Background: an optimization exercise with open tools, aiming at small area, a short achievable clock period and few clock cycles. Do not read the settings as production practice.
At most, simulation tests tie the RTL to the original design; equivalence was not proved.
Function not checked in run 1: the RTL went through the layout flow alone.
Power and IR drop assume default switching activity.

==> flow/design.v (outline; a module is shown in full before it is edited, if it fits) <==
// module gdfwm_fmul: 79 lines
// module gdfwm_mul24: 3185 lines
// module gdfwm_fadd: 99 lines
// module gdfwm_chain: 317 lines
module gdfwm_chain (
    input  wire        clk,
    input  wire        rst,
    input  wire        cfg_we,
    input  wire [5:0]  cfg_addr,
    input  wire [31:0] cfg_wdata,
    input  wire        in_valid,
    output wire        in_ready,
    input  wire        in_ch,
    input  wire [31:0] in_data,
    output reg         out_valid,
    input  wire        out_ready,
    output reg         out_ch,
    output reg  [31:0] out_data
);
  // ...
==> flow/run.sh <==
#!/bin/bash
# synth_recipe.tcl (not shown) runs the flow's synth.tcl, then flattens the netlist and writes it again
# the make line also repeats each setting of config.mk as NAME=value (left out here)
make -C /OpenROAD-flow-scripts/flow DESIGN_CONFIG=/design/flow/config.mk WORK_HOME=/design/flow/orfs CLKGATE_MAP_FILE= SYNTH_SCRIPT=/design/flow/synth_recipe.tcl finish
==> flow/config.mk <==
export PLATFORM = sky130hd
export DESIGN_NAME = gdfwm_chain
export DESIGN_NICKNAME = gdfwm_chain
export VERILOG_FILES = /design/flow/design.v
export SDC_FILE = /design/flow/constraint.sdc
export NUM_CORES = 8
export LEC_CHECK = 0
export ABC_AREA = 1
export CAP_MARGIN = 20
export CORE_MARGIN = 2
export CORE_UTILIZATION = 30
export PLACE_DENSITY = 0.5
export SLEW_MARGIN = 20
==> flow/constraint.sdc <==
create_clock -name core_clock -period 25.0 [get_ports {clk}]
set_input_delay 5.0000 -clock core_clock [delete_from_list [all_inputs] [get_ports {clk}]]
set_output_delay 5.0000 -clock core_clock [all_outputs]
set_load 0.01 [all_outputs]
==> impl_metrics.yaml, run 1 <==
sta:
  setup_viol: 0
  fmax_ghz: 0.108
floorplan:
  die_h_um: 1110
  die_area_sq_mm: 1.23
  boundaryPins: 111
  design.core.area_sq_mm: 1.22
  rows: 406
routing:
  met2WireLength_um: 631000
  wl_um: 1430000
  dr_wl_met3_um: 109000
run_status:
  outcome: "complete, no violations"
synth:
  async_flop_share: 0
  synthSimpleGateAreaFrac: 0.224
  synthTopCellsByArea: "edfxtp_1 (23%), fa_1 (16%), dfxtp_1 (13%)"
hold_path:
  min_from: "d2[5]"
  hold_path_class: "reg2reg"
global_route:
  busiest_layer: "met2"
  grtUsageMet2: 0.348
  grt.overflow.total: 0
layout:
  regArea_sq_mm: 0.135
  multi_input_area_share: 0.479
  seq_share: 0.330
  final_area_sq_mm: 0.408
  drive_above_1_share: 0.0572
  inverters_excl_clock: 8108
clock_tree:
  cts_setup_buffers: 0
  cts_resized: 0
place:
  numPortBuffers: 110
pwr:
  p_clk_mw: 9.11
  vdd_drop_max_v: 0.000165
==> module gdfwm_fmul, before the edit <==
module gdfwm_fmul (
    input  wire        clk,
    input  wire [31:0] a,
    input  wire [31:0] b,
    output wire [31:0] y
);
    wire [7:0]  ea = a[30:23];
    wire [7:0]  eb = b[30:23];
    wire        a_enz = (ea != 8'd0);
    wire        b_enz = (eb != 8'd0);
    wire [23:0] ma = {a_enz, a[22:0]};
    wire [23:0] mb = {b_enz, b[22:0]};
    wire a_nan  = (ea == 8'hFF) && (a[22:0] != 0);
    wire b_nan  = (eb == 8'hFF) && (b[22:0] != 0);
    wire a_inf  = (ea == 8'hFF) && (a[22:0] == 0);
    wire b_inf  = (eb == 8'hFF) && (b[22:0] == 0);
    wire a_zero = !a_enz && (a[22:0] == 0);
    wire b_zero = !b_enz && (b[22:0] == 0);
    function [4:0] lzc24(input [23:0] v);
        integer i;
        begin
            lzc24 = 5'd24;
            for (i = 0; i < 24; i = i + 1)
                if (v[i]) lzc24 = 5'd23 - i[4:0];
        end
    endfunction
    function [4:0] tzc24(input [23:0] v);
        integer i;
        begin
            tzc24 = 5'd24;
            for (i = 23; i >= 0; i = i - 1)
                if (v[i]) tzc24 = i[4:0];
        end
    endfunction
    wire [5:0] lzt = {1'b0, lzc24(ma)} + {1'b0, lzc24(mb)};
    wire [5:0] tzt = {1'b0, tzc24(ma)} + {1'b0, tzc24(mb)};
    wire [8:0] ea_eff = {1'b0, a_enz ? ea : 8'd1};
    wire [8:0] eb_eff = {1'b0, b_enz ? eb : 8'd1};
    wire signed [10:0] base = 11'sd151 - $signed({2'b0, ea_eff}) - $signed({2'b0, eb_eff});
    wire signed [10:0] t    = 11'sd23 - $signed({5'b0, lzt});
    wire               nrm  = (t >= base);
    wire signed [10:0] i0   = nrm ? t : base;
    wire [5:0]         sh   = (i0 > 11'sd50) ? 6'd50 : i0[5:0];
    wire signed [10:0] em1  = t - base;
    wire        stk = ({1'b0, tzt} + 7'd1 < {1'b0, sh});
    wire        sy  = a[31] ^ b[31];
    wire [47:0] s0, s1;
    gdfwm_mul24 u_pp (.a(ma), .b(mb), .s0(s0), .s1(s1));
    reg [47:0] s0_q, s1_q;
    reg [5:0]  sh_q;
    reg [9:0]  em1_q;
    reg        nrm_q, stk_q, sy_q, nan_q, inf_q, zero_q;
    always @(posedge clk) begin
        s0_q   <= s0;
        s1_q   <= s1;
        sh_q   <= sh;
        em1_q  <= em1[9:0];
        nrm_q  <= nrm;
        stk_q  <= stk;
        sy_q   <= sy;
        nan_q  <= a_nan || b_nan || (a_inf && b_zero) || (b_inf && a_zero);
        inf_q  <= a_inf || b_inf;
        zero_q <= a_zero || b_zero;
    end
    wire [47:0] p_q = s0_q + s1_q;
    wire [48:0] q  = {p_q, 1'b0} >> sh_q;
    wire        ov = q[25];
    wire [23:0] sig = ov ? q[25:2] : q[24:1];
    wire        g   = ov ? q[1] : q[0];
    wire        s   = ov ? (q[0] | stk_q) : stk_q;
    wire        rnd = g && (s || sig[0]);
    wire [9:0]  e   = nrm_q ? (em1_q + {9'd0, ov}) : 10'd0;
    wire [32:0] pk  = {e, 23'b0} + {9'd0, sig} + {32'd0, rnd};
    assign y = nan_q  ? 32'h7FC00000 :
               inf_q  ? {sy_q, 8'hFF, 23'b0} :
               zero_q ? {sy_q, 31'b0} :
               (pk[32:23] >= 10'd255) ? {sy_q, 8'hFF, 23'b0} :
               {sy_q, pk[30:0]};
endmodule
==> module gdfwm_fadd, before the edit <==
module gdfwm_fadd (
    input  wire        clk,
    input  wire [31:0] a,
    input  wire [31:0] b,
    output wire [31:0] y
);
    wire [7:0]  ea = a[30:23];
    wire [7:0]  eb = b[30:23];
    wire        a_nz = (ea != 8'd0);
    wire        b_nz = (eb != 8'd0);
    wire        a_max = (ea == 8'hFF);
    wire        b_max = (eb == 8'hFF);
    wire        a_fz = (a[22:0] == 23'd0);
    wire        b_fz = (b[22:0] == 23'd0);
    wire        a_nan = a_max && !a_fz;
    wire        b_nan = b_max && !b_fz;
    wire        a_inf = a_max && a_fz;
    wire        b_inf = b_max && b_fz;
    wire [7:0]  ea1 = a_nz ? ea : 8'd1;
    wire [7:0]  eb1 = b_nz ? eb : 8'd1;
    wire [8:0]  dab = {1'b0, ea1} - {1'b0, eb1};
    wire [8:0]  dba = {1'b0, eb1} - {1'b0, ea1};
    wire [23:0] ma = {a_nz, a[22:0]};
    wire [23:0] mb = {b_nz, b[22:0]};
    wire        swap = dab[8] || ((dab == 9'd0) && (mb > ma));
    wire [7:0]  d    = swap ? dba[7:0] : dab[7:0];
    wire [23:0] mx = swap ? mb : ma;
    wire [23:0] mz = swap ? ma : mb;
    wire [7:0]  ex = swap ? eb1 : ea1;
    wire        sx = swap ? b[31] : a[31];
    function [4:0] tzc24(input [23:0] v);
        integer i;
        begin
            tzc24 = 5'd24;
            for (i = 23; i >= 0; i = i - 1)
                if (v[i]) tzc24 = i[4:0];
        end
    endfunction
    wire [4:0]  tza = tzc24(ma);
    wire [4:0]  tzb = tzc24(mb);
    wire [4:0]  tzz = swap ? tza : tzb;
    wire        big  = (d > 8'd26);
    wire [26:0] zal0 = {mz, 3'b000} >> (big ? 5'd27 : d[4:0]);
    wire        lost = (mz != 24'd0) && ({3'b0, tzz} + 8'd3 < d);
    reg [23:0] mx_q;
    reg [26:0] zal_q;
    reg [7:0]  ex1_q;
    reg        sub1_q, sx1_q, nan1_q, inf1_q, sinf1_q;
    always @(posedge clk) begin
        mx_q    <= mx;
        zal_q   <= {zal0[26:1], zal0[0] | lost};
        ex1_q   <= ex;
        sub1_q  <= a[31] ^ b[31];
        sx1_q   <= sx;
        nan1_q  <= a_nan || b_nan || (a_inf && b_inf && (a[31] != b[31]));
        inf1_q  <= a_inf || b_inf;
        sinf1_q <= a_inf ? a[31] : b[31];
    end
    wire [27:0] sum = sub1_q ? ({1'b0, mx_q, 3'b000} - {1'b0, zal_q})
                             : ({1'b0, mx_q, 3'b000} + {1'b0, zal_q});
    function [4:0] lzc27(input [26:0] v);
        integer i;
        begin
            lzc27 = 5'd27;
            for (i = 0; i < 27; i = i + 1)
                if (v[i]) lzc27 = 5'd26 - i[4:0];
        end
    endfunction
    wire [4:0]  lz   = lzc27(sum[26:0]);
    wire [7:0]  emax = ex1_q - 8'd1;
    wire [4:0]  lsh  = ({3'b0, lz} > emax) ? emax[4:0] : lz;
    reg [27:0] sum_q;
    reg [4:0]  lsh_q;
    reg [7:0]  ex2_q;
    reg        sub2_q, sx2_q, nan2_q, inf2_q, sinf2_q;
    always @(posedge clk) begin
        sum_q   <= sum;
        lsh_q   <= lsh;
        ex2_q   <= ex1_q;
        sub2_q  <= sub1_q;
        sx2_q   <= sx1_q;
        nan2_q  <= nan1_q;
        inf2_q  <= inf1_q;
        sinf2_q <= sinf1_q;
    end
    wire        zero = (sum_q == 28'd0);
    wire [26:0] mn   = sum_q[27] ? {sum_q[27:2], sum_q[1] | sum_q[0]} : (sum_q[26:0] << lsh_q);
    wire [8:0]  em1  = sum_q[27] ? {1'b0, ex2_q} :
                       zero      ? 9'd0 :
                       ({1'b0, ex2_q} - {4'b0, lsh_q} - 9'd1);
    wire [23:0] sig  = mn[26:3];
    wire        rnd  = mn[2] && (mn[1] || mn[0] || sig[0]);
    wire [32:0] pk   = {1'b0, em1, 23'b0} + {9'd0, sig} + {32'd0, rnd};
    wire        sy   = (zero && sub2_q) ? 1'b0 : sx2_q;
    assign y = nan2_q ? 32'h7FC00000 :
               inf2_q ? {sinf2_q, 8'hFF, 23'b0} :
               (pk[32:23] >= 10'd255) ? {sy, 8'hFF, 23'b0} :
               {sy, pk[30:0]};
endmodule
==> module gdfwm_chain, before the edit <==
module gdfwm_chain (
    input  wire        clk,
    input  wire        rst,
    input  wire        cfg_we,
    input  wire [5:0]  cfg_addr,
    input  wire [31:0] cfg_wdata,
    input  wire        in_valid,
    output wire        in_ready,
    input  wire        in_ch,
    input  wire [31:0] in_data,
    output reg         out_valid,
    input  wire        out_ready,
    output reg         out_ch,
    output reg  [31:0] out_data
);
    localparam [31:0] F_ONE   = 32'h3F800000;
    localparam [31:0] F_MONE  = 32'hBF800000;
    localparam [31:0] F_MZERO = 32'h80000000;
    localparam integer CMAX = 7;      
    reg        cw_q, cw_qq;
    reg [5:0]  ca_q;
    reg [31:0] cd_q;
    always @(posedge clk) begin
        cw_q  <= cfg_we && !rst;
        cw_qq <= cw_q && !rst;
        ca_q  <= cfg_addr;
        cd_q  <= cfg_wdata;
    end
    reg [31:0] coef [0:44];       
    reg        cdef [0:44];       
    reg [1:0]  qlo, qhi;
    reg [31:0] preg, bias, amt, postg, mix;
    reg [31:0] u, om;             
    reg        cfg_pend;          
    integer k;
    always @(posedge clk) begin
        if (cw_q && ca_q < 6'd45)
            coef[ca_q] <= cd_q;
        for (k = 0; k < 45; k = k + 1)
            if (rst) cdef[k] <= 1'b1;
            else if (cw_q && ca_q == k) cdef[k] <= 1'b0;
    end
    wire        iss_cfg;
    wire        t10_cfg;
    wire [31:0] p1, z1n;
    always @(posedge clk) begin
        if (rst) begin
            qlo <= 2'd0; qhi <= 2'd0;
            preg <= F_ONE; bias <= 32'b0; amt <= 32'b0;
            postg <= F_ONE; mix <= F_ONE;
            u <= F_ONE; om <= 32'b0;
            cfg_pend <= 1'b0;
        end else begin
            if (cw_q) begin
                case (ca_q)
                    6'd45: begin qlo <= cd_q[1:0]; qhi <= cd_q[3:2]; end
                    6'd46: preg  <= cd_q;
                    6'd47: bias  <= cd_q;
                    6'd48: amt   <= cd_q;
                    6'd49: postg <= cd_q;
                    6'd50: mix   <= cd_q;
                    default: ;
                endcase
            end
            if (cw_q && (ca_q == 6'd48 || ca_q == 6'd50))
                cfg_pend <= 1'b1;
            else if (iss_cfg)
                cfg_pend <= 1'b0;
            if (t10_cfg) begin
                u  <= p1;
                om <= z1n;
            end
        end
    end
    function [31:0] cread(input [3:0] s, input integer kk);
        integer m;
        reg [31:0] v;
        reg        dflt;
        begin
            v = 32'b0;
            dflt = 1'b0;
            for (m = 0; m < 9; m = m + 1)
                if (s == m) begin
                    v = coef[5 * m + kk];
                    dflt = cdef[5 * m + kk];
                end
            cread = dflt ? ((kk == 0) ? F_ONE : 32'b0) : v;
        end
    endfunction
    reg [4:0] S_m1;               
    reg [4:0] O;                  
    always @(posedge clk) begin
        case ({1'b0, qlo} + {1'b0, qhi})
            3'd0: begin S_m1 <= 5'd10; O <= 5'd9; end
            3'd1: begin S_m1 <= 5'd10; O <= 5'd3; end
            3'd2: begin S_m1 <= 5'd11; O <= 5'd6; end
            3'd3: begin S_m1 <= 5'd13; O <= 5'd7; end
            3'd4: begin S_m1 <= 5'd15; O <= 5'd8; end
            3'd5: begin S_m1 <= 5'd17; O <= 5'd9; end
            default: begin S_m1 <= 5'd20; O <= 5'd8; end
        endcase
    end
    reg [31:0] z0 [0:17];         
    reg [31:0] z1 [0:17];
    reg        z0v [0:17];        
    reg        z1v [0:17];
    wire       clr = cw_q && (ca_q == 6'd51);
    reg        buf_full;
    reg        buf_ch;
    reg [31:0] buf_d;
    assign in_ready = !buf_full;
    wire       iss_start;
    always @(posedge clk) begin
        if (!buf_full) begin
            buf_ch <= in_ch;
            buf_d  <= in_data;
        end
        if (rst)            buf_full <= 1'b0;
        else if (!buf_full) buf_full <= in_valid;
        else if (iss_start) buf_full <= 1'b0;
    end
    reg        tv [1:12];
    reg        tc [1:12];
    reg        tp [1:12];
    reg        tch[1:12];
    reg [3:0]  ts [1:12];
    function [3:0] nxt(input [3:0] s, input [1:0] lo);
        begin
            if (s < 4'd4) nxt = (s < {2'b0, lo}) ? s + 4'd1 : 4'd4;
            else          nxt = s + 4'd1;
        end
    endfunction
    function lastsec(input [3:0] s, input [1:0] hi);
        lastsec = (s >= 4'd5) && ((s - 4'd5) >= {2'b0, hi});
    endfunction
    reg [4:0]  r;                 
    reg [3:0]  eng_cnt;           
    reg [3:0]  cnt;               
    wire       eng_idle = (eng_cnt == 4'd0);
    reg [31:0] yv;                
    wire       cont     = tv[5] && !tp[5];
    wire       slot_ok  = eng_idle || (r == (buf_ch ? O : 5'd0));
    assign iss_start = !cont && buf_full && !cfg_pend && !cw_q && !cw_qq &&
                       (cnt < CMAX) && slot_ok;
    assign iss_cfg   = !cont && cfg_pend && eng_idle;
    wire        i_v    = cont || iss_start;
    wire        i_post = cont && lastsec(ts[5], qhi);
    wire        i_ch   = cont ? tch[5] : buf_ch;
    wire [3:0]  i_sec  = cont ? nxt(ts[5], qlo) : 4'd0;
    wire [31:0] i_x    = cont ? yv : buf_d;
    wire        res_push;         
    wire        pop = out_valid && out_ready;
    always @(posedge clk) begin
        if (rst) begin
            r <= 5'd0;
            eng_cnt <= 4'd0;
            cnt <= 4'd0;
        end else begin
            if (iss_start && eng_idle)
                r <= ((buf_ch ? O : 5'd0) == S_m1) ? 5'd0 : (buf_ch ? O : 5'd0) + 5'd1;
            else
                r <= (r == S_m1) ? 5'd0 : r + 5'd1;
            eng_cnt <= eng_cnt + {3'b0, iss_start} - {3'b0, res_push};
            cnt     <= cnt + {3'b0, iss_start} - {3'b0, pop};
        end
    end
    integer j;
    always @(posedge clk) begin
        if (rst) begin
            for (j = 1; j <= 12; j = j + 1) begin tv[j] <= 1'b0; tc[j] <= 1'b0; end
        end else begin
            tv[1] <= i_v;
            tc[1] <= iss_cfg;
            for (j = 2; j <= 12; j = j + 1) begin tv[j] <= tv[j-1]; tc[j] <= tc[j-1]; end
        end
        tp[1] <= i_post; tch[1] <= i_ch; ts[1] <= i_sec;
        for (j = 2; j <= 12; j = j + 1) begin tp[j] <= tp[j-1]; tch[j] <= tch[j-1]; ts[j] <= ts[j-1]; end
    end
    reg [31:0] x1, x2, x3, x4, x5;
    reg [31:0] d1, d2, d3, d4, d5;
    always @(posedge clk) begin
        x1 <= i_x; x2 <= x1; x3 <= x2; x4 <= x3; x5 <= x4;
        d1 <= cont ? d5 : buf_d; d2 <= d1; d3 <= d2; d4 <= d3; d5 <= d4;
    end
    reg  [31:0] b0_pre;
    wire        n_cont = tv[4] && !tp[4];
    always @(posedge clk)
        b0_pre <= (n_cont && lastsec(ts[4], qhi)) ? preg :
                  cread(n_cont ? nxt(ts[4], qlo) : 4'd0, 0);
    wire [31:0] ma_y;
    gdfwm_fmul u_ma (.clk(clk), .a(i_x), .b(b0_pre), .y(ma_y));
    reg  [31:0] m0;
    always @(posedge clk) m0 <= ma_y;                       
    wire [31:0] ae_o;
    wire [4:0]  zi1  = (tch[1] ? 5'd9 : 5'd0) + {1'b0, ts[1]};
    wire [4:0]  zi12 = (tch[12] ? 5'd9 : 5'd0) + {1'b0, ts[12]};
    wire        wr0  = tv[12] && !tp[12];
    reg  [31:0] zr0;
    always @(posedge clk)
        zr0 <= tp[1] ? bias :
               (wr0 && zi12 == zi1) ? ae_o :
               z0v[zi1] ? z0[zi1] : 32'b0;
    wire [31:0] ab_y;
    gdfwm_fadd u_ab (.clk(clk), .a(m0), .b(zr0), .y(ab_y));
    function is_nan(input [31:0] v);
        is_nan = (v[30:23] == 8'hFF) && (v[22:0] != 0);
    endfunction
    function f_lt(input [31:0] a, input [31:0] b);
        reg a_zero, b_zero;
        begin
            a_zero = (a[30:0] == 0);
            b_zero = (b[30:0] == 0);
            if (is_nan(a) || is_nan(b))  f_lt = 1'b0;
            else if (a_zero && b_zero)   f_lt = 1'b0;
            else if (a[31] != b[31])     f_lt = a[31];
            else if (!a[31])             f_lt = (a[30:0] < b[30:0]);
            else                         f_lt = (a[30:0] > b[30:0]);
        end
    endfunction
    function [31:0] sat1(input [31:0] v);
        if (is_nan(v))              sat1 = 32'h00000000;
        else if (f_lt(F_ONE, v))    sat1 = F_ONE;
        else if (f_lt(v, F_MONE))   sat1 = F_MONE;
        else                        sat1 = v;
    endfunction
    wire [31:0] neg_u = {~u[31], u[30:0]};
    wire [31:0] sat_u = sat1(u);
    wire [31:0] sat_nu = sat1(neg_u);
    wire [31:0] shaped = is_nan(ab_y)      ? 32'h00000000 :
                         f_lt(u, ab_y)     ? sat_u :
                         f_lt(ab_y, neg_u) ? sat_nu :
                         sat1(ab_y);
    always @(posedge clk) yv <= tp[4] ? shaped : ab_y;      
    reg [31:0] c1, c2, c3, c4;
    always @(posedge clk) begin
        c1 <= tp[4] ? postg : cread(ts[4], 1);
        c2 <= tp[4] ? om    : cread(ts[4], 2);
        c3 <= cread(ts[4], 3);
        c4 <= cread(ts[4], 4);
    end
    wire [31:0] mc1_y, mc2_y, mc3_y, mc4_y;
    gdfwm_fmul u_mc1 (.clk(clk), .a(tp[5] ? yv : x5), .b(c1), .y(mc1_y));
    gdfwm_fmul u_mc2 (.clk(clk), .a(tp[5] ? d5 : x5), .b(c2), .y(mc2_y));
    gdfwm_fmul u_mc3 (.clk(clk), .a(yv), .b(c3), .y(mc3_y));
    gdfwm_fmul u_mc4 (.clk(clk), .a(yv), .b(c4), .y(mc4_y));
    reg [31:0] m1, m2, m3, m4;
    always @(posedge clk) begin                             
        m1 <= mc1_y; m2 <= mc2_y; m3 <= mc3_y; m4 <= mc4_y;
    end
    wire [31:0] ad1_a = tc[7] ? F_ONE : tp[7] ? m2 : m1;
    wire [31:0] ad1_b = tc[7] ? {~amt[31], amt[30:0]} : tp[7] ? F_MZERO : {~m3[31], m3[30:0]};
    wire [31:0] ad2_a = tc[7] ? F_ONE : m2;
    wire [31:0] ad2_b = tc[7] ? {~mix[31], mix[30:0]} : {~m4[31], m4[30:0]};
    wire [31:0] ad1_o, ad2_o, f_o;
    gdfwm_fadd u_ad1 (.clk(clk), .a(ad1_a), .b(ad1_b), .y(ad1_o));
    gdfwm_fadd u_ad2 (.clk(clk), .a(ad2_a), .b(ad2_b), .y(ad2_o));
    gdfwm_fmul u_f   (.clk(clk), .a(m1), .b(mix), .y(f_o));
    reg [31:0] w, p1_q, z1n_q;
    always @(posedge clk) begin
        w     <= f_o;                                       
        p1_q  <= ad1_o;                                     
        z1n_q <= ad2_o;
    end
    assign p1  = p1_q;
    assign z1n = z1n_q;
    assign t10_cfg = tc[10];
    wire [4:0]  zi9  = (tch[9] ? 5'd9 : 5'd0) + {1'b0, ts[9]};
    wire [4:0]  zi10 = (tch[10] ? 5'd9 : 5'd0) + {1'b0, ts[10]};
    reg  [31:0] zr1;
    always @(posedge clk)
        zr1 <= tp[9] ? w : z1v[zi9] ? z1[zi9] : 32'b0;
    gdfwm_fadd u_ae (.clk(clk), .a(p1_q), .b(zr1), .y(ae_o));
    wire wr1 = tv[10] && !tp[10];
    always @(posedge clk) begin
        for (j = 0; j < 18; j = j + 1) begin
            if (rst || clr) begin
                z0v[j] <= 1'b0;
                z1v[j] <= 1'b0;
            end else begin
                if (wr1 && zi10 == j) z1v[j] <= 1'b1;
                if (wr0 && zi12 == j) z0v[j] <= 1'b1;
            end
        end
        if (wr1) z1[zi10] <= z1n_q;
        if (wr0) z0[zi12] <= ae_o;
    end
    assign res_push = tv[12] && tp[12];
    reg [32:0] fq [0:CMAX-2];
    reg [2:0]  fwp, frp;
    reg [3:0]  fn;
    wire       f_empty = (fn == 4'd0);
    wire       take = !out_valid || pop;    
    always @(posedge clk) begin
        if (rst) begin
            out_valid <= 1'b0;
            fwp <= 3'd0; frp <= 3'd0; fn <= 4'd0;
        end else begin
            if (res_push && !(take && f_empty)) begin
                fq[fwp] <= {tch[12], ae_o};
                fwp <= (fwp == CMAX - 2) ? 3'd0 : fwp + 3'd1;
            end
            if (take) begin
                if (!f_empty) begin
                    {out_ch, out_data} <= fq[frp];
                    out_valid <= 1'b1;
                    frp <= (frp == CMAX - 2) ? 3'd0 : frp + 3'd1;
                end else if (res_push) begin
                    {out_ch, out_data} <= {tch[12], ae_o};
                    out_valid <= 1'b1;
                end else begin
                    out_valid <= 1'b0;
                end
            end
            fn <= fn + {3'b0, res_push && !(take && f_empty)} - {3'b0, take && !f_empty};
        end
    end
endmodule
==> run 2: changes to the inputs <==
--- a/flow/design.v
+++ b/flow/design.v
@@ -4,6 +4,50 @@
     input  wire [31:0] b,
     output wire [31:0] y
 );
+    function [5:0] lzc32(input [31:0] x);
+        reg       a1 [0:15]; reg v1 [0:15];
+        reg [1:0] a2 [0:7];  reg v2 [0:7];
+        reg [2:0] a3 [0:3];  reg v3 [0:3];
+        reg [3:0] a4 [0:1];  reg v4 [0:1];
+        integer i;
+        begin
+            for (i = 0; i < 16; i = i + 1) begin
+                v1[i] = x[2*i+1] | x[2*i];
+                a1[i] = ~x[2*i+1];
+            end
+            for (i = 0; i < 8; i = i + 1) begin
+                v2[i] = v1[2*i+1] | v1[2*i];
+                a2[i] = v1[2*i+1] ? {1'b0, a1[2*i+1]} : {1'b1, a1[2*i]};
+            end
+            for (i = 0; i < 4; i = i + 1) begin
+                v3[i] = v2[2*i+1] | v2[2*i];
+                a3[i] = v2[2*i+1] ? {1'b0, a2[2*i+1]} : {1'b1, a2[2*i]};
+            end
+            for (i = 0; i < 2; i = i + 1) begin
+                v4[i] = v3[2*i+1] | v3[2*i];
+                a4[i] = v3[2*i+1] ? {1'b0, a3[2*i+1]} : {1'b1, a3[2*i]};
+            end
+            lzc32 = v4[1] ? {1'b0, a4[1]} : (v4[0] ? {2'b01, a4[0]} : 6'd32);
+        end
+    endfunction
+    function [4:0] lzc24(input [23:0] v);
+        reg [5:0] r;
+        begin
+            r = lzc32({v, 8'hFF});
+            lzc24 = r[4:0];
+        end
+    endfunction
+    function [4:0] tzc24(input [23:0] v);
+        reg [31:0] x;
+        reg [5:0]  r;
+        integer i;
+        begin
+            for (i = 0; i < 24; i = i + 1) x[31 - i] = v[i];
+            x[7:0] = 8'hFF;
+            r = lzc32(x);
+            tzc24 = r[4:0];
+        end
+    endfunction
     wire [7:0]  ea = a[30:23];
     wire [7:0]  eb = b[30:23];
     wire        a_enz = (ea != 8'd0);
@@ -16,66 +60,55 @@
     wire b_inf  = (eb == 8'hFF) && (b[22:0] == 0);
     wire a_zero = !a_enz && (a[22:0] == 0);
     wire b_zero = !b_enz && (b[22:0] == 0);
-    function [4:0] lzc24(input [23:0] v);
-        integer i;
-        begin
-            lzc24 = 5'd24;
-            for (i = 0; i < 24; i = i + 1)
-                if (v[i]) lzc24 = 5'd23 - i[4:0];
-        end
-    endfunction
-    function [4:0] tzc24(input [23:0] v);
-        integer i;
-        begin
-            tzc24 = 5'd24;
-            for (i = 23; i >= 0; i = i - 1)
-                if (v[i]) tzc24 = i[4:0];
-        end
-    endfunction
-    wire [5:0] lzt = {1'b0, lzc24(ma)} + {1'b0, lzc24(mb)};
-    wire [5:0] tzt = {1'b0, tzc24(ma)} + {1'b0, tzc24(mb)};
-    wire [8:0] ea_eff = {1'b0, a_enz ? ea : 8'd1};
-    wire [8:0] eb_eff = {1'b0, b_enz ? eb : 8'd1};
-    wire signed [10:0] base = 11'sd151 - $signed({2'b0, ea_eff}) - $signed({2'b0, eb_eff});
-    wire signed [10:0] t    = 11'sd23 - $signed({5'b0, lzt});
-    wire               nrm  = (t >= base);
-    wire signed [10:0] i0   = nrm ? t : base;
-    wire [5:0]         sh   = (i0 > 11'sd50) ? 6'd50 : i0[5:0];
-    wire signed [10:0] em1  = t - base;
-    wire        stk = ({1'b0, tzt} + 7'd1 < {1'b0, sh});
-    wire        sy  = a[31] ^ b[31];
     wire [47:0] s0, s1;
     gdfwm_mul24 u_pp (.a(ma), .b(mb), .s0(s0), .s1(s1));
     reg [47:0] s0_q, s1_q;
-    reg [5:0]  sh_q;
-    reg [9:0]  em1_q;
-    reg        nrm_q, stk_q, sy_q, nan_q, inf_q, zero_q;
+    reg [4:0]  lz_q;
+    reg [5:0]  tzt_q;
+    reg [8:0]  eab_q;
+    reg        sy_q, nan_q, inf_q, zero_q;
     always @(posedge clk) begin
         s0_q   <= s0;
         s1_q   <= s1;
-        sh_q   <= sh;
-        em1_q  <= em1[9:0];
-        nrm_q  <= nrm;
-        stk_q  <= stk;
-        sy_q   <= sy;
+        lz_q   <= lzc24(a_enz ? mb : ma);
+        tzt_q  <= {1'b0, tzc24(ma)} + {1'b0, tzc24(mb)};
+        eab_q  <= {1'b0, a_enz ? ea : 8'd1} + {1'b0, b_enz ? eb : 8'd1};
+        sy_q   <= a[31] ^ b[31];
         nan_q  <= a_nan || b_nan || (a_inf && b_zero) || (b_inf && a_zero);
         inf_q  <= a_inf || b_inf;
-        zero_q <= a_zero || b_zero;
+        zero_q <= a_zero || b_zero || (!a_enz && !b_enz);
     end
-    wire [47:0] p_q = s0_q + s1_q;
-    wire [48:0] q  = {p_q, 1'b0} >> sh_q;
+    wire signed [10:0] em1 = $signed({2'b0, eab_q}) - 11'sd128 - $signed({6'b0, lz_q});
+    wire        nrm  = !em1[10];
+    wire [8:0]  bsh  = 9'd151 - eab_q;         
+    wire [5:0]  sh   = nrm ? (6'd23 - {1'b0, lz_q}) : ((bsh > 9'd50) ? 6'd50 : bsh[5:0]);
+    wire [6:0]  tzl  = {1'b0, tzt_q} + {2'b0, lz_q};
+    wire [9:0]  tze  = {4'b0, tzt_q} + {1'b0, eab_q};
+    wire        stk  = nrm ? (tzl < 7'd22) : (tze < 10'd150);
+    wire [47:0] p  = s0_q + s1_q;
+    wire [48:0] q  = {p, 1'b0} >> sh;
     wire        ov = q[25];
-    wire [23:0] sig = ov ? q[25:2] : q[24:1];
-    wire        g   = ov ? q[1] : q[0];
-    wire        s   = ov ? (q[0] | stk_q) : stk_q;
-    wire        rnd = g && (s || sig[0]);
-    wire [9:0]  e   = nrm_q ? (em1_q + {9'd0, ov}) : 10'd0;
-    wire [32:0] pk  = {e, 23'b0} + {9'd0, sig} + {32'd0, rnd};
-    assign y = nan_q  ? 32'h7FC00000 :
-               inf_q  ? {sy_q, 8'hFF, 23'b0} :
-               zero_q ? {sy_q, 31'b0} :
-               (pk[32:23] >= 10'd255) ? {sy_q, 8'hFF, 23'b0} :
-               {sy_q, pk[30:0]};
+    reg [23:0] sig2_q;
+    reg        g2_q, s2_q;
+    reg [9:0]  e2_q;
+    reg        sy2_q, nan2_q, inf2_q, zero2_q;
+    always @(posedge clk) begin
+        sig2_q  <= ov ? q[25:2] : q[24:1];
+        g2_q    <= ov ? q[1] : q[0];
+        s2_q    <= ov ? (q[0] | stk) : stk;
+        e2_q    <= nrm ? (em1[9:0] + {9'd0, ov}) : 10'd0;
+        sy2_q   <= sy_q;
+        nan2_q  <= nan_q;
+        inf2_q  <= inf_q;
+        zero2_q <= zero_q;
+    end
+    wire        rnd = g2_q && (s2_q || sig2_q[0]);
+    wire [32:0] pk  = {e2_q, 23'b0} + {9'd0, sig2_q} + {32'd0, rnd};
+    assign y = nan2_q  ? 32'h7FC00000 :
+               inf2_q  ? {sy2_q, 8'hFF, 23'b0} :
+               zero2_q ? {sy2_q, 31'b0} :
+               (pk[32:23] >= 10'd255) ? {sy2_q, 8'hFF, 23'b0} :
+               {sy2_q, pk[30:0]};
 endmodule
 module gdfwm_mul24 (
     input  wire [23:0] a,
@@ -3268,6 +3301,41 @@
     input  wire [31:0] b,
     output wire [31:0] y
 );
+    function [5:0] lzc32(input [31:0] x);
+        reg       a1 [0:15]; reg v1 [0:15];
+        reg [1:0] a2 [0:7];  reg v2 [0:7];
+        reg [2:0] a3 [0:3];  reg v3 [0:3];
+        reg [3:0] a4 [0:1];  reg v4 [0:1];
+        integer i;
+        begin
+            for (i = 0; i < 16; i = i + 1) begin
+                v1[i] = x[2*i+1] | x[2*i];
+                a1[i] = ~x[2*i+1];
+            end
+            for (i = 0; i < 8; i = i + 1) begin
+                v2[i] = v1[2*i+1] | v1[2*i];
+                a2[i] = v1[2*i+1] ? {1'b0, a1[2*i+1]} : {1'b1, a1[2*i]};
+            end
+            for (i = 0; i < 4; i = i + 1) begin
+                v3[i] = v2[2*i+1] | v2[2*i];
+                a3[i] = v2[2*i+1] ? {1'b0, a2[2*i+1]} : {1'b1, a2[2*i]};
+            end
+            for (i = 0; i < 2; i = i + 1) begin
+                v4[i] = v3[2*i+1] | v3[2*i];
+                a4[i] = v3[2*i+1] ? {1'b0, a3[2*i+1]} : {1'b1, a3[2*i]};
+            end
+            lzc32 = v4[1] ? {1'b0, a4[1]} : (v4[0] ? {2'b01, a4[0]} : 6'd32);
+        end
+    endfunction
+    function [4:0] tzc24(input [23:0] v);
+        reg [31:0] r;
+        integer i;
+        begin
+            for (i = 0; i < 24; i = i + 1) r[31 - i] = v[i];
+            r[7:0] = 8'hFF;
+            tzc24 = lzc32(r);
+        end
+    endfunction
     wire [7:0]  ea = a[30:23];
     wire [7:0]  eb = b[30:23];
     wire        a_nz = (ea != 8'd0);
@@ -3282,64 +3350,47 @@
     wire        b_inf = b_max && b_fz;
     wire [7:0]  ea1 = a_nz ? ea : 8'd1;
     wire [7:0]  eb1 = b_nz ? eb : 8'd1;
+    wire [23:0] ma  = {a_nz, a[22:0]};
+    wire [23:0] mb  = {b_nz, b[22:0]};
     wire [8:0]  dab = {1'b0, ea1} - {1'b0, eb1};
     wire [8:0]  dba = {1'b0, eb1} - {1'b0, ea1};
-    wire [23:0] ma = {a_nz, a[22:0]};
-    wire [23:0] mb = {b_nz, b[22:0]};
     wire        swap = dab[8] || ((dab == 9'd0) && (mb > ma));
-    wire [7:0]  d    = swap ? dba[7:0] : dab[7:0];
-    wire [23:0] mx = swap ? mb : ma;
-    wire [23:0] mz = swap ? ma : mb;
-    wire [7:0]  ex = swap ? eb1 : ea1;
-    wire        sx = swap ? b[31] : a[31];
-    function [4:0] tzc24(input [23:0] v);
-        integer i;
-        begin
-            tzc24 = 5'd24;
-            for (i = 23; i >= 0; i = i - 1)
-                if (v[i]) tzc24 = i[4:0];
-        end
-    endfunction
     wire [4:0]  tza = tzc24(ma);
     wire [4:0]  tzb = tzc24(mb);
-    wire [4:0]  tzz = swap ? tza : tzb;
-    wire        big  = (d > 8'd26);
-    wire [26:0] zal0 = {mz, 3'b000} >> (big ? 5'd27 : d[4:0]);
-    wire        lost = (mz != 24'd0) && ({3'b0, tzz} + 8'd3 < d);
-    reg [23:0] mx_q;
-    reg [26:0] zal_q;
+    wire        lost_a = (ma != 24'd0) && ({3'b0, tza} + 8'd3 < dba[7:0]);
+    wire        lost_b = (mb != 24'd0) && ({3'b0, tzb} + 8'd3 < dab[7:0]);
+    wire [7:0]  d    = swap ? dba[7:0] : dab[7:0];
+    reg [23:0] mx1_q, mz1_q;
+    reg [4:0]  d1_q;
+    reg        big1_q, lost1_q;
     reg [7:0]  ex1_q;
     reg        sub1_q, sx1_q, nan1_q, inf1_q, sinf1_q;
     always @(posedge clk) begin
-        mx_q    <= mx;
-        zal_q   <= {zal0[26:1], zal0[0] | lost};
-        ex1_q   <= ex;
+        mx1_q   <= swap ? mb : ma;
+        mz1_q   <= swap ? ma : mb;
+        d1_q    <= d[4:0];
+        big1_q  <= (d > 8'd26);
+        lost1_q <= swap ? lost_a : lost_b;
+        ex1_q   <= swap ? eb1 : ea1;
         sub1_q  <= a[31] ^ b[31];
-        sx1_q   <= sx;
+        sx1_q   <= swap ? b[31] : a[31];
         nan1_q  <= a_nan || b_nan || (a_inf && b_inf && (a[31] != b[31]));
         inf1_q  <= a_inf || b_inf;
         sinf1_q <= a_inf ? a[31] : b[31];
     end
-    wire [27:0] sum = sub1_q ? ({1'b0, mx_q, 3'b000} - {1'b0, zal_q})
-                             : ({1'b0, mx_q, 3'b000} + {1'b0, zal_q});
-    function [4:0] lzc27(input [26:0] v);
-        integer i;
-        begin
-            lzc27 = 5'd27;
-            for (i = 0; i < 27; i = i + 1)
-                if (v[i]) lzc27 = 5'd26 - i[4:0];
-        end
-    endfunction
-    wire [4:0]  lz   = lzc27(sum[26:0]);
+    wire [26:0] zal0 = big1_q ? 27'd0 : ({mz1_q, 3'b000} >> d1_q);
+    wire [26:0] zal  = {zal0[26:1], zal0[0] | lost1_q};
+    wire [27:0] sum  = {1'b0, mx1_q, 3'b000} + ({1'b0, zal} ^ {28{sub1_q}}) + {27'd0, sub1_q};
     wire [7:0]  emax = ex1_q - 8'd1;
-    wire [4:0]  lsh  = ({3'b0, lz} > emax) ? emax[4:0] : lz;
+    wire [26:0] lim  = (emax < 8'd27) ? (27'h4000000 >> emax[4:0]) : 27'd0;
+    wire [5:0]  lz6  = lzc32({sum[26:0] | lim, 5'b11111});
     reg [27:0] sum_q;
     reg [4:0]  lsh_q;
     reg [7:0]  ex2_q;
     reg        sub2_q, sx2_q, nan2_q, inf2_q, sinf2_q;
     always @(posedge clk) begin
         sum_q   <= sum;
-        lsh_q   <= lsh;
+        lsh_q   <= lz6[4:0];
         ex2_q   <= ex1_q;
         sub2_q  <= sub1_q;
         sx2_q   <= sx1_q;
@@ -3379,7 +3430,8 @@
     localparam [31:0] F_ONE   = 32'h3F800000;
     localparam [31:0] F_MONE  = 32'hBF800000;
     localparam [31:0] F_MZERO = 32'h80000000;
-    localparam integer CMAX = 7;      
+    localparam integer CMAX = 10;      
+    localparam integer T = 14;        
     reg        cw_q, cw_qq;
     reg [5:0]  ca_q;
     reg [31:0] cd_q;
@@ -3404,7 +3456,7 @@
             else if (cw_q && ca_q == k) cdef[k] <= 1'b0;
     end
     wire        iss_cfg;
-    wire        t10_cfg;
+    wire        upd_uom;
     wire [31:0] p1, z1n;
     always @(posedge clk) begin
         if (rst) begin
@@ -3429,7 +3481,7 @@
                 cfg_pend <= 1'b1;
             else if (iss_cfg)
                 cfg_pend <= 1'b0;
-            if (t10_cfg) begin
+            if (upd_uom) begin
                 u  <= p1;
                 om <= z1n;
             end
@@ -3454,13 +3506,13 @@
     reg [4:0] O;                  
     always @(posedge clk) begin
         case ({1'b0, qlo} + {1'b0, qhi})
-            3'd0: begin S_m1 <= 5'd10; O <= 5'd9; end
-            3'd1: begin S_m1 <= 5'd10; O <= 5'd3; end
-            3'd2: begin S_m1 <= 5'd11; O <= 5'd6; end
-            3'd3: begin S_m1 <= 5'd13; O <= 5'd7; end
-            3'd4: begin S_m1 <= 5'd15; O <= 5'd8; end
-            3'd5: begin S_m1 <= 5'd17; O <= 5'd9; end
-            default: begin S_m1 <= 5'd20; O <= 5'd8; end
+            3'd0: begin S_m1 <= 5'd11; O <= 5'd6;  end
+            3'd1: begin S_m1 <= 5'd11; O <= 5'd6;  end
+            3'd2: begin S_m1 <= 5'd11; O <= 5'd6;  end
+            3'd3: begin S_m1 <= 5'd14; O <= 5'd4;  end
+            3'd4: begin S_m1 <= 5'd15; O <= 5'd8;  end
+            3'd5: begin S_m1 <= 5'd17; O <= 5'd9;  end
+            default: begin S_m1 <= 5'd19; O <= 5'd10; end
         endcase
     end
     reg [31:0] z0 [0:17];         
@@ -3468,25 +3520,34 @@
     reg        z0v [0:17];        
     reg        z1v [0:17];
     wire       clr = cw_q && (ca_q == 6'd51);
-    reg        buf_full;
+    reg        buf_full, rdy;
     reg        buf_ch;
     reg [31:0] buf_d;
-    assign in_ready = !buf_full;
+    assign in_ready = rdy;
     wire       iss_start;
     always @(posedge clk) begin
         if (!buf_full) begin
             buf_ch <= in_ch;
             buf_d  <= in_data;
         end
-        if (rst)            buf_full <= 1'b0;
-        else if (!buf_full) buf_full <= in_valid;
-        else if (iss_start) buf_full <= 1'b0;
+        if (rst) begin
+            buf_full <= 1'b0;
+            rdy      <= 1'b1;
+        end else if (!buf_full) begin
+            buf_full <= in_valid;
+            rdy      <= !in_valid;
+        end else if (iss_start) begin
+            buf_full <= 1'b0;
+            rdy      <= 1'b1;
+        end
     end
-    reg        tv [1:12];
-    reg        tc [1:12];
-    reg        tp [1:12];
-    reg        tch[1:12];
-    reg [3:0]  ts [1:12];
+    reg        tv [1:T];          
+    reg        tc [1:T];
+    reg        tp [1:T];          
+    reg        tj [1:T];          
+    reg        tch[1:T];          
+    reg [3:0]  ts [1:T];
+    reg        tr [9:T];          
     function [3:0] nxt(input [3:0] s, input [1:0] lo);
         begin
             if (s < 4'd4) nxt = (s < {2'b0, lo}) ? s + 4'd1 : 4'd4;
@@ -3497,72 +3558,102 @@
         lastsec = (s >= 4'd5) && ((s - 4'd5) >= {2'b0, hi});
     endfunction
     reg [4:0]  r;                 
-    reg [3:0]  eng_cnt;           
-    reg [3:0]  cnt;               
-    wire       eng_idle = (eng_cnt == 4'd0);
-    reg [31:0] yv;                
-    wire       cont     = tv[5] && !tp[5];
-    wire       slot_ok  = eng_idle || (r == (buf_ch ? O : 5'd0));
+    reg [3:0]  act;               
+    reg [4:0]  cnt;               
+    reg        pend_v;            
+    reg        fl_busy;           
+    wire       idle     = (act == 4'd0);
+    reg [31:0] ybuf;              
+    wire       cont     = tv[7] && !tp[7];
+    wire       slot_ok  = idle || (r == (buf_ch ? O : 5'd0));
     assign iss_start = !cont && buf_full && !cfg_pend && !cw_q && !cw_qq &&
                        (cnt < CMAX) && slot_ok;
-    assign iss_cfg   = !cont && cfg_pend && eng_idle;
+    assign iss_cfg   = !cont && cfg_pend && idle;
+    reg        post_fl;           
+    integer    pj;
+    always @* begin
+        post_fl = 1'b0;
+        for (pj = 1; pj <= 7; pj = pj + 1) post_fl = post_fl | (tv[pj] & tp[pj]);
+    end
+    wire       iss_fl   = !cont && !iss_start && !iss_cfg && idle && pend_v &&
+                          !fl_busy && !post_fl;
+    wire       c_post   = cont && lastsec(ts[7], qhi);
     wire        i_v    = cont || iss_start;
-    wire        i_post = cont && lastsec(ts[5], qhi);
-    wire        i_ch   = cont ? tch[5] : buf_ch;
-    wire [3:0]  i_sec  = cont ? nxt(ts[5], qlo) : 4'd0;
-    wire [31:0] i_x    = cont ? yv : buf_d;
+    wire        i_post = c_post || iss_fl;
+    wire        i_ch   = cont ? tch[7] : buf_ch;
+    wire [3:0]  i_sec  = cont ? nxt(ts[7], qlo) : 4'd0;
+    wire [31:0] i_x    = cont ? ybuf : buf_d;
     wire        res_push;         
     wire        pop = out_valid && out_ready;
     always @(posedge clk) begin
         if (rst) begin
             r <= 5'd0;
-            eng_cnt <= 4'd0;
-            cnt <= 4'd0;
+            act <= 4'd0;
+            cnt <= 5'd0;
+            fl_busy <= 1'b0;
         end else begin
-            if (iss_start && eng_idle)
+            if (iss_start && idle)
                 r <= ((buf_ch ? O : 5'd0) == S_m1) ? 5'd0 : (buf_ch ? O : 5'd0) + 5'd1;
             else
                 r <= (r == S_m1) ? 5'd0 : r + 5'd1;
-            eng_cnt <= eng_cnt + {3'b0, iss_start} - {3'b0, res_push};
-            cnt     <= cnt + {3'b0, iss_start} - {3'b0, pop};
+            act <= act + {3'b0, iss_start} - {3'b0, c_post};
+            cnt <= cnt + {4'b0, iss_start} - {4'b0, pop};
+            if (iss_fl)                             fl_busy <= 1'b1;
+            else if (tv[8] && tp[8] && !tj[8])      fl_busy <= 1'b0;
         end
     end
+    reg [31:0] pend_v8, pend_d;
+    reg        pend_ch;
+    wire [31:0] mc1_y, mc2_y, mc3_y, mc4_y;
     integer j;
     always @(posedge clk) begin
         if (rst) begin
-            for (j = 1; j <= 12; j = j + 1) begin tv[j] <= 1'b0; tc[j] <= 1'b0; end
+            for (j = 1; j <= T; j = j + 1) begin tv[j] <= 1'b0; tc[j] <= 1'b0; end
+            pend_v <= 1'b0;
         end else begin
-            tv[1] <= i_v;
+            tv[1] <= i_v || iss_fl;
             tc[1] <= iss_cfg;
-            for (j = 2; j <= 12; j = j + 1) begin tv[j] <= tv[j-1]; tc[j] <= tc[j-1]; end
+            for (j = 2; j <= T; j = j + 1) begin tv[j] <= tv[j-1]; tc[j] <= tc[j-1]; end
+            if (tv[8] && tp[8]) pend_v <= tj[8];
+        end
+        tp[1] <= i_post; tj[1] <= cont; tch[1] <= i_ch; ts[1] <= i_sec;
+        for (j = 2; j <= T; j = j + 1) begin tp[j] <= tp[j-1]; tj[j] <= tj[j-1]; ts[j] <= ts[j-1]; end
+        for (j = 2; j <= 8; j = j + 1) tch[j] <= tch[j-1];
+        tch[9] <= (tv[8] && tp[8]) ? pend_ch : tch[8];
+        tr[9]  <= tv[8] && tp[8] && pend_v;
+        for (j = 10; j <= T; j = j + 1) begin tch[j] <= tch[j-1]; tr[j] <= tr[j-1]; end
+        if (tv[8] && tp[8]) begin
+            pend_v8 <= mc1_y;
+            pend_d  <= mc2_y;
+            pend_ch <= tch[8];
         end
-        tp[1] <= i_post; tch[1] <= i_ch; ts[1] <= i_sec;
-        for (j = 2; j <= 12; j = j + 1) begin tp[j] <= tp[j-1]; tch[j] <= tch[j-1]; ts[j] <= ts[j-1]; end
     end
-    reg [31:0] x1, x2, x3, x4, x5;
-    reg [31:0] d1, d2, d3, d4, d5;
+    reg [31:0] xd [1:6];
+    reg [31:0] dd [1:7];
     always @(posedge clk) begin
-        x1 <= i_x; x2 <= x1; x3 <= x2; x4 <= x3; x5 <= x4;
-        d1 <= cont ? d5 : buf_d; d2 <= d1; d3 <= d2; d4 <= d3; d5 <= d4;
+        xd[1] <= i_x;
+        dd[1] <= cont ? dd[7] : buf_d;
+        for (j = 2; j <= 6; j = j + 1) xd[j] <= xd[j-1];
+        for (j = 2; j <= 7; j = j + 1) dd[j] <= dd[j-1];
     end
     reg  [31:0] b0_pre;
-    wire        n_cont = tv[4] && !tp[4];
+    wire        n_cont = tv[6] && !tp[6];
     always @(posedge clk)
-        b0_pre <= (n_cont && lastsec(ts[4], qhi)) ? preg :
-                  cread(n_cont ? nxt(ts[4], qlo) : 4'd0, 0);
+        b0_pre <= (n_cont && lastsec(ts[6], qhi)) ? preg :
+                  cread(n_cont ? nxt(ts[6], qlo) : 4'd0, 0);
     wire [31:0] ma_y;
     gdfwm_fmul u_ma (.clk(clk), .a(i_x), .b(b0_pre), .y(ma_y));
     reg  [31:0] m0;
     always @(posedge clk) m0 <= ma_y;                       
     wire [31:0] ae_o;
-    wire [4:0]  zi1  = (tch[1] ? 5'd9 : 5'd0) + {1'b0, ts[1]};
-    wire [4:0]  zi12 = (tch[12] ? 5'd9 : 5'd0) + {1'b0, ts[12]};
-    wire        wr0  = tv[12] && !tp[12];
+    wire [4:0]  zi2  = (tch[2] ? 5'd9 : 5'd0) + {1'b0, ts[2]};
+    wire [4:0]  ziT  = (tch[T] ? 5'd9 : 5'd0) + {1'b0, ts[T]};
+    wire        wr0  = tv[T] && !tp[T];
     reg  [31:0] zr0;
     always @(posedge clk)
-        zr0 <= tp[1] ? bias :
-               (wr0 && zi12 == zi1) ? ae_o :
-               z0v[zi1] ? z0[zi1] : 32'b0;
+        zr0 <= tp[2] ? bias :
+               (wr0 && ziT == zi2) ? ae_o :
+               z0v[zi2] ? z0[zi2] : 32'b0;
     wire [31:0] ab_y;
     gdfwm_fadd u_ab (.clk(clk), .a(m0), .b(zr0), .y(ab_y));
     function is_nan(input [31:0] v);
@@ -3586,95 +3677,95 @@
         else if (f_lt(v, F_MONE))   sat1 = F_MONE;
         else                        sat1 = v;
     endfunction
-    wire [31:0] neg_u = {~u[31], u[30:0]};
-    wire [31:0] sat_u = sat1(u);
+    wire [31:0] neg_u  = {~u[31], u[30:0]};
+    wire [31:0] sat_u  = sat1(u);
     wire [31:0] sat_nu = sat1(neg_u);
     wire [31:0] shaped = is_nan(ab_y)      ? 32'h00000000 :
                          f_lt(u, ab_y)     ? sat_u :
                          f_lt(ab_y, neg_u) ? sat_nu :
                          sat1(ab_y);
-    always @(posedge clk) yv <= tp[4] ? shaped : ab_y;      
+    reg [31:0] yv;
+    always @(posedge clk) begin
+        yv   <= tp[5] ? shaped : ab_y;                      
+        ybuf <= yv;                                         
+    end
     reg [31:0] c1, c2, c3, c4;
     always @(posedge clk) begin
-        c1 <= tp[4] ? postg : cread(ts[4], 1);
-        c2 <= tp[4] ? om    : cread(ts[4], 2);
-        c3 <= cread(ts[4], 3);
-        c4 <= cread(ts[4], 4);
+        c1 <= tp[5] ? postg : cread(ts[5], 1);
+        c2 <= tp[5] ? om    : cread(ts[5], 2);
+        c3 <= tp[5] ? mix : cread(ts[5], 3);
+        c4 <= cread(ts[5], 4);
     end
-    wire [31:0] mc1_y, mc2_y, mc3_y, mc4_y;
-    gdfwm_fmul u_mc1 (.clk(clk), .a(tp[5] ? yv : x5), .b(c1), .y(mc1_y));
-    gdfwm_fmul u_mc2 (.clk(clk), .a(tp[5] ? d5 : x5), .b(c2), .y(mc2_y));
-    gdfwm_fmul u_mc3 (.clk(clk), .a(yv), .b(c3), .y(mc3_y));
+    gdfwm_fmul u_mc1 (.clk(clk), .a(tp[6] ? yv : xd[6]),    .b(c1), .y(mc1_y));
+    gdfwm_fmul u_mc2 (.clk(clk), .a(tp[6] ? dd[6] : xd[6]), .b(c2), .y(mc2_y));
+    gdfwm_fmul u_mc3 (.clk(clk), .a(tp[6] ? pend_v8 : yv), .b(c3), .y(mc3_y));
     gdfwm_fmul u_mc4 (.clk(clk), .a(yv), .b(c4), .y(mc4_y));
-    reg [31:0] m1, m2, m3, m4;
-    always @(posedge clk) begin                             
-        m1 <= mc1_y; m2 <= mc2_y; m3 <= mc3_y; m4 <= mc4_y;
-    end
-    wire [31:0] ad1_a = tc[7] ? F_ONE : tp[7] ? m2 : m1;
-    wire [31:0] ad1_b = tc[7] ? {~amt[31], amt[30:0]} : tp[7] ? F_MZERO : {~m3[31], m3[30:0]};
-    wire [31:0] ad2_a = tc[7] ? F_ONE : m2;
-    wire [31:0] ad2_b = tc[7] ? {~mix[31], mix[30:0]} : {~m4[31], m4[30:0]};
-    wire [31:0] ad1_o, ad2_o, f_o;
-    gdfwm_fadd u_ad1 (.clk(clk), .a(ad1_a), .b(ad1_b), .y(ad1_o));
-    gdfwm_fadd u_ad2 (.clk(clk), .a(ad2_a), .b(ad2_b), .y(ad2_o));
-    gdfwm_fmul u_f   (.clk(clk), .a(m1), .b(mix), .y(f_o));
-    reg [31:0] w, p1_q, z1n_q;
+    reg [31:0] ad1a, ad1b, ad2a, ad2b;
     always @(posedge clk) begin
-        w     <= f_o;                                       
-        p1_q  <= ad1_o;                                     
+        ad1a <= tc[8] ? F_ONE : tp[8] ? pend_d : mc1_y;
+        ad1b <= tc[8] ? {~amt[31], amt[30:0]} : tp[8] ? F_MZERO : {~mc3_y[31], mc3_y[30:0]};
+        ad2a <= tc[8] ? F_ONE : tp[8] ? mc3_y : mc2_y;
+        ad2b <= tc[8] ? {~mix[31], mix[30:0]} : tp[8] ? F_MZERO : {~mc4_y[31], mc4_y[30:0]};
+    end
+    wire [31:0] ad1_o, ad2_o;
+    gdfwm_fadd u_ad1 (.clk(clk), .a(ad1a), .b(ad1b), .y(ad1_o));
+    gdfwm_fadd u_ad2 (.clk(clk), .a(ad2a), .b(ad2b), .y(ad2_o));
+    reg [31:0] p1_q, z1n_q;
+    always @(posedge clk) begin                             
+        p1_q  <= ad1_o;
         z1n_q <= ad2_o;
     end
     assign p1  = p1_q;
     assign z1n = z1n_q;
-    assign t10_cfg = tc[10];
-    wire [4:0]  zi9  = (tch[9] ? 5'd9 : 5'd0) + {1'b0, ts[9]};
-    wire [4:0]  zi10 = (tch[10] ? 5'd9 : 5'd0) + {1'b0, ts[10]};
+    assign upd_uom = tc[12];
+    wire [4:0]  zi11 = (tch[11] ? 5'd9 : 5'd0) + {1'b0, ts[11]};
+    wire [4:0]  zi12 = (tch[12] ? 5'd9 : 5'd0) + {1'b0, ts[12]};
     reg  [31:0] zr1;
     always @(posedge clk)
-        zr1 <= tp[9] ? w : z1v[zi9] ? z1[zi9] : 32'b0;
-    gdfwm_fadd u_ae (.clk(clk), .a(p1_q), .b(zr1), .y(ae_o));
-    wire wr1 = tv[10] && !tp[10];
+        zr1 <= z1v[zi11] ? z1[zi11] : 32'b0;
+    gdfwm_fadd u_ae (.clk(clk), .a(p1_q), .b(tp[12] ? z1n_q : zr1), .y(ae_o));
+    wire wr1 = tv[12] && !tp[12];
     always @(posedge clk) begin
         for (j = 0; j < 18; j = j + 1) begin
             if (rst || clr) begin
                 z0v[j] <= 1'b0;
                 z1v[j] <= 1'b0;
             end else begin
-                if (wr1 && zi10 == j) z1v[j] <= 1'b1;
-                if (wr0 && zi12 == j) z0v[j] <= 1'b1;
+                if (wr1 && zi12 == j) z1v[j] <= 1'b1;
+                if (wr0 && ziT == j)  z0v[j] <= 1'b1;
             end
         end
-        if (wr1) z1[zi10] <= z1n_q;
-        if (wr0) z0[zi12] <= ae_o;
+        if (wr1) z1[zi12] <= z1n_q;
+        if (wr0) z0[ziT]  <= ae_o;
     end
-    assign res_push = tv[12] && tp[12];
+    assign res_push = tv[T] && tp[T] && tr[T];
     reg [32:0] fq [0:CMAX-2];
-    reg [2:0]  fwp, frp;
-    reg [3:0]  fn;
-    wire       f_empty = (fn == 4'd0);
+    reg [3:0]  fwp, frp;
+    reg [4:0]  fn;
+    wire       f_empty = (fn == 5'd0);
     wire       take = !out_valid || pop;    
     always @(posedge clk) begin
         if (rst) begin
             out_valid <= 1'b0;
-            fwp <= 3'd0; frp <= 3'd0; fn <= 4'd0;
+            fwp <= 4'd0; frp <= 4'd0; fn <= 5'd0;
         end else begin
             if (res_push && !(take && f_empty)) begin
-                fq[fwp] <= {tch[12], ae_o};
-                fwp <= (fwp == CMAX - 2) ? 3'd0 : fwp + 3'd1;
+                fq[fwp] <= {tch[T], ae_o};
+                fwp <= (fwp == CMAX - 2) ? 4'd0 : fwp + 4'd1;
             end
             if (take) begin
                 if (!f_empty) begin
                     {out_ch, out_data} <= fq[frp];
                     out_valid <= 1'b1;
-                    frp <= (frp == CMAX - 2) ? 3'd0 : frp + 3'd1;
+                    frp <= (frp == CMAX - 2) ? 4'd0 : frp + 4'd1;
                 end else if (res_push) begin
-                    {out_ch, out_data} <= {tch[12], ae_o};
+                    {out_ch, out_data} <= {tch[T], ae_o};
                     out_valid <= 1'b1;
                 end else begin
                     out_valid <= 1'b0;
                 end
             end
-            fn <= fn + {3'b0, res_push && !(take && f_empty)} - {3'b0, take && !f_empty};
+            fn <= fn + {4'b0, res_push && !(take && f_empty)} - {4'b0, take && !f_empty};
         end
     end
 endmodule
==> impl_metrics.yaml, run 2 <==
sta:
  tns_ns: 0
  period_minus_slack_ns: 7.98
  setup_viol: 0
  hold_violations: 0
  hold_slack_ns: 0.296
  rsz0062_at_grt: "false"
  fmax_ghz: 0.125
  period_share: 0.319
  drv_slew: 0
  worst_slew_pin_slew_ns: 1.31
  finClkSkew_ns: 0.138
  relSlewSlack: 0.124
global_route:
  grt.overflow.total: 0
  grt_pass1_vias: 267000
  track_usage: 0.228
  grt_max_degree: 173
  antenna_found_initial: 109
  grt_pass1_wl_um: 1910000
layout:
  nets: 41300
  syn_to_final_growth_pct: 12.0
  largest_reg_flops: 1440
  layout_commonest_cell: "nand2_1"
  max_flop_register: "coef"
  top_regs: "coef (1440), z0 (576), z1 (576)"
  fin_cells: 53300
  drive_above_1_share: 0.0620
  num-fill-cells: 116000
  final_cell_mix: "nand2_1 (6800), inv_1 (5451), nor2_1 (4494), edfxtp_1 (3020), dfxtp_1 (2613)"
  final_area_sq_mm: 0.378
pwr:
  vdd_drop_max_v: 0.000127
  power.leakage_nw: 162
  powerDensity_mw_per_mm2: 93.2
routing:
  dr_total_vias: 273000
  wl_per_cell_um: 25.1
  via_per_inst: 5.12
  dr.pass1.iters: 8
  route.antenna.remaining_nets: 0
  drc_errors: 0
  drtIter0Drc: 28100
  wl_um: 1340000
floorplan:
  boundaryPins: 111
  die_h_um: 1070
  start_util: 0.301
  die_area_sq_mm: 1.13
  design.core.area_sq_mm: 1.12
  rows: 389
  die_w_um: 1070
critical_path:
  critPathArrivalTime_ns: 8.90
  cp_slowest_cell: "nand2_2"
  crit_type: "reg2reg"
  end_kind: "flip-flop"
  startpoint_type: "flip-flop"
  cp_slowest_stage_delay_ns: 0.48
  cp_common_cell: "nand2_1"
  path_max_fanout: 30
  crit_required_ns: 25.92
clock_tree:
  cts_tree: "done"
  path_clk_slew_ns: 0.06
  clock-sinks: 5708
  cts_resized: 0
  cts_inserted_buffers: 641
  ctsHoldBuffers: 0
  root_buffer: "clkbuf_16"
  clkLatencyLatePin_ns: 1.12
  cts_max_level: 6
  cts_buffer_depth: 5
  cts_setup_buffers: 0
synth:
  syn-cell-area_sq_mm: 0.338
  ys.warnings.count: 63
  synth_cell_types: 97
  syn_inst: 38200
  ys_seq_area_frac: 0.428
  synth_compound_area_frac: 0.103
  avgSynthCellArea_sq_um: 8.85
  synth_top_area_cell: "edfxtp_1"
  synth_adder_area_share: 0.181
  synthMuxAreaShare: 0.00308
  synth-xor-area-share: 0.0184
  synth_top_area_frac: 0.268
  ys_top_cells_by_count: "nand2_1 (6808), inv_1 (5472), nor2_1 (4570)"
  synth_most_common_cell: "nand2_1"
  synth_seq_cells: 5708
  synthTopCellsByArea: "edfxtp_1 (27%), dfxtp_1 (16%), fa_1 (15%)"
  async_flop_share: 0
  synth_top_family_by_area: "simple AND/OR/NAND/NOR gates"
  synthSimpleGateAreaFrac: 0.183
  ys.flop_type: "edfxtp_1"
  synth_edf_count: 3020
place:
  numPortBuffers: 110
  gp_congestion: 0.963
  place_area_sq_mm: 0.357
  dpl.hpwl_um: 969000
  dp_cells: 52000
run:
  maxCapViolations: 0
hold_path:
  hold_path_class: "reg2reg"
run_status:
  outcome: "complete, no violations"
## run 2: changes by cell type in the layout (fill, tap and decap cells not counted), moves of 115 or more
cell,before,now
nand2_1,10578,6800
inv_1,7932,5451
nand3_1,3229,2259
fa_1,2948,2461
dfxtp_1,2361,2613
diode_2,338,122
ha_1,1166,957
o22ai_1,614,420
a31oi_1,120,291
nor2_2,218,49
edfxtp_1,2856,3020
nor2_1,4378,4494
nand2_2,142,27
## run 2: per-stage QoR
stage                     setup WS [ns]  power (mW)   util
after floorplan                   16.67        20.3      -
after global placement            16.90        25.6  0.318
after detailed placement          16.98        25.6  0.318
after CTS                         16.96        35.3  0.337
after global routing              16.17        37.1  0.337
final                             17.02        35.3  0.337
## run 2: final cells by class
cell class	count	area [sq um]	area share
tap	14900	18600	0.0491
antenna	122	305	0.000807
clock buffer	867	18000	0.0476
clock inverter	294	3180	0.00839
multi-input combinational	25100	166000	0.439
sequential	5708	145000	0.382
inverter	5580	21000	0.0555
timing repair buffer	793	6410	0.0169
## run 2: worst max-delay path: cells and delay by family (launching register included)
kind,cells,cell delay [ns]
simple gates,28,4.40
compound gates,8,1.52
buf+inv,4,1.03
fa+ha+maj,2,0.60
flops,1,0.30
## run 2: kinds of logic (layout without fill, tap and decap cells)
group,Yosys count,in the layout
buf+inv,7384,7534
flops,5708,5708
compound gates,5927,5927
other cells,1,130
xor+xnor,707,707
fa+ha+maj,3420,3420
simple gates,14900,14900
mux,104,104
## run 2: power by group
group	leakage (nW)	internal [mW]	switching [mW]	total (mW)
clock network	10.3	5.56	4.08	9.64
registers	49.3	11.3	1.02	12.3
logic	102	3.50	9.80	13.3
## run 2: path summary, 6_finish.rpt
| kind | startpoint | endpoint | slack, ns | depth (start not counted) |
|---|---|---|---|---|
| setup / recovery | u_ab.lsh_q[1] | yv[23] | 17.02 | 42 |
| hold / removal | u_mc3.inf_q | u_mc3.inf2_q | 0.30 | 0 |
| setup reg to reg | u_ab.lsh_q[1] | yv[23] | 17.02 | 42 |
| hold reg to reg | u_mc3.inf_q | u_mc3.inf2_q | 0.30 | 0 |
## run 2: metal layers
layer / routed length, um / track usage / part of all wire / vias to the layer above
met2: 587000 / 0.351 / 0.44 / 11000
met4: 59800 / 0.0910 / 0.045 / 30
li1: - / - / - / 124000
met5: 311 / 0.000791 / 0.00023 / -
met3: 103000 / 0.0385 / 0.077 / 2214
met1: 588000 / 0.320 / 0.44 / 136000
Testbench counts of run 2, summed over its fixed seeds: cycles 23,325.

[re-timing with driven ports]
In the flow no input, the clock included, has a driving cell. The finished layouts below were timed again as built, in two steps.
Step 1 sets driving cells, clkbuf_16 on the clock port and buf_2 on the other inputs (assumed; they add their load-dependent delay and slew).
Step 2 also shifts input and output timing later by t, the mid clock arrival at the registers, as if the neighbouring blocks saw the same clock.
a / b / c = ideal / step 1 / step 2; a / b = the first two.
run | t, ns | setup WS [ns] | worst setup path after step 2 | pins driven straight from the clock port
run 1 | 1.298 | 15.747 / 15.747 / 15.747 | register to register | 1
run 2 | 1.200 | 17.024 / 17.024 / 17.024 | register to register | 1
After both steps every run listed still meets setup and hold.
